This design comes from an exercise in tuning for small area on the open sky130 flow, not from production work. Function was checked by simulation only, so behaviour that the tests miss may differ from the original. No activity file was given, so power comes from the tool's default toggle rates.

Setup of red:
## upid_codec
module upid_codec (
    input  wire         clk,
    input  wire         rst,        
    input  wire         req_valid,
    input  wire [3:0]   op,
    input  wire [4:0]   in_idx,
    input  wire [207:0] in_b,
    input  wire [7:0]   in_len,
    input  wire [127:0] in_val,
    input  wire [19:0]  in_pfx,
    input  wire [63:0]  in_ts,
    input  wire [63:0]  in_rnd,
    input  wire [3:0]   in_ver,
    output reg          resp_valid,
    output wire [2:0]   status,
    output wire [4:0]   out_idx,
    output wire [207:0] out_b,
    output wire [7:0]   out_len,
    output wire [127:0] out_val,
    output wire [19:0]  out_pfx,
    output wire [39:0]  out_ts,
    output wire [63:0]  out_rnd,
    output wire [3:0]   out_ver
);
Settings: LEC_CHECK=0, CAP_MARGIN=5, CORE_AREA=5 5 235 235, DIE_AREA=0 0 240 240, SLEW_MARGIN=5; clock period 5.0 ns.
standard.sh (not shown) runs the stock make flow with config.mk's settings and CLKGATE_MAP_FILE= SYNTH_SCRIPT=/design/flow/synth_recipe.tcl, a recipe that flattens the netlist after the stock synthesis.
==> flow/flow/run.sh <==
#!/bin/bash
# Layout flow: the standard ORFS flow with these changes:
#  - synthesis skips Yosys's extract_fa and maps with flow/abc_area.script
#    (flow/synth.tcl); the registers are the standard synthesis's;
#  - the port buffers are made from the smallest buffer cell;
#  - the clock tree is built from clkbuf_8 cells in clusters of up to 30
#    registers, without dummy loads;
#  - the pins may sit on neighbouring tracks, so that they fit a smaller die.
# make's full output goes to flow.log; ORFS keeps each step's log under orfs/logs.
set -euo pipefail
bash standard.sh \
  "SYNTH_SCRIPT=$PWD/flow/synth.tcl" \
  "BUFFER_PORTS_ARGS=-buffer_cell sky130_fd_sc_hd__buf_1" \
  "CTS_ARGS=-sink_clustering_enable -repair_clock_nets -dont_use_dummy_load -buf_list sky130_fd_sc_hd__clkbuf_8 -sink_clustering_size 30 -sink_clustering_max_diameter 100" \
  "PLACE_PINS_ARGS=-min_distance 1 -min_distance_in_tracks" \
  finish > flow.log 2>&1
==> flow/flow/abc_area.script <==
&get -n
&st
&dch
&nf
&put
==> flow/flow/synth.tcl <==
proc synth {args} { yosys synth -nofsm -noshare {*}$args }
proc extract_fa {args} { puts "extract_fa skipped" }
# Map the logic with flow/abc_area.script (one &dch/&nf pass, no ABC
# buffering or sizing; the placer's resizer sizes the cells).
set ::flow_dir [file dirname [file normalize [info script]]]
proc abc {args} {
  set i [lsearch $args -script]
  lset args [expr {$i + 1}] $::flow_dir/abc_area.script
  yosys abc {*}$args
}
source $::env(SCRIPTS_DIR)/synth.tcl
# left out here: clear keep_hierarchy, flatten, clean up, hide names made inside functions, write 1_2_yosys.v
Setup changes, red to blue
Settings: a change of DIE_AREA from 0 0 240 240 to 0 0 200 200; a change of CORE_AREA from 5 5 235 235 to 5 5 195 195.
-- flow/flow/run.sh --
<<< red, line 6
#  - the clock tree is built from clkbuf_8 cells in clusters of up to 30
#    registers, without dummy loads;
>>> blue, line 6
#  - the clock tree is built from clkbuf_8 cells, without dummy loads;
<<< red, line 14
  "CTS_ARGS=-sink_clustering_enable -repair_clock_nets -dont_use_dummy_load -buf_list sky130_fd_sc_hd__clkbuf_8 -sink_clustering_size 30 -sink_clustering_max_diameter 100" \
>>> blue, line 13
  "CTS_ARGS=-sink_clustering_enable -repair_clock_nets -dont_use_dummy_load -buf_list sky130_fd_sc_hd__clkbuf_8" \
==> run notes <==
Re cell area: blue is 1.4% down on red. In blue relative to red, top achievable clock speed had gone up by a few percent. Share of the final layout cell area in multi-input gates in blue is 0.79 points above red.
Modified inputs, green compared to blue
Settings: changing DIE_AREA from 0 0 200 200 to 0 0 240 240; changing CORE_AREA from 5 5 195 195 to 5 5 235 235.
--- outcome ---
Final setup slack of the worst path down 210 ps in green wrt blue. Compared with blue, green degrades cell area. Reported for green and blue, number of maximum-capacitance constraint violations turned out identical to the last digit. For green, the slowest cell on the critical path was sky130_fd_sc_hd__nor2_1, unlike blue, where it was sky130_fd_sc_hd__dfxtp_1. Number of nets in the final layout: green vs blue — no meaningful difference. In the metrics for green and blue, the one carrying the lower post-placement cell area is blue. In the flow results for green and blue, the part of the power in combinational logic is smaller on blue. Total design power went up slightly going from blue to green. Comparing blue against green, there is no change at all in post-synthesis share of cell area spent on and, or, nand and nor gates. Cell count after placement ends up lower on blue. Number of clock-tree buffers in the layout came out exactly the same in green and blue. Looking at post-route worst hold slack, green sits 65 ps lower than blue does.

## afterwards: timing with drivers on the ports
No port has a modelled driver above. Below, the same layouts with a new extraction and two added sets of constraints.
Step 1 assumes that a clkbuf_16 drives the clock port and a buf_2 every other input.
Step 2 times the ports against the registers' clock, not the clock port: input delays grow and output delays shrink by t, the midpoint of the rising clock arrivals with the driver on.
Three values: ideal, step 1, step 2; two values: the first two.
| run | shift t [ns] | setup WS [ns] | latest minus earliest clock arrival (ns) | worst register clock-pin slew, ns | worst slew at a driven data input, ns |
|---|---|---|---|---|---|
| red | 0.597 | 0.468 / 0.419 / 0.648 | 0.033 / 0.033 | 0.09 / 0.09 | 0.11 |
| blue | 0.536 | 0.674 / 0.626 / 0.769 | 0.025 / 0.025 | 0.09 / 0.09 | 0.18 |
| green | 0.597 | 0.468 / 0.419 / 0.648 | 0.033 / 0.033 | 0.09 / 0.09 | 0.11 |
After both steps every run listed still meets setup and hold.
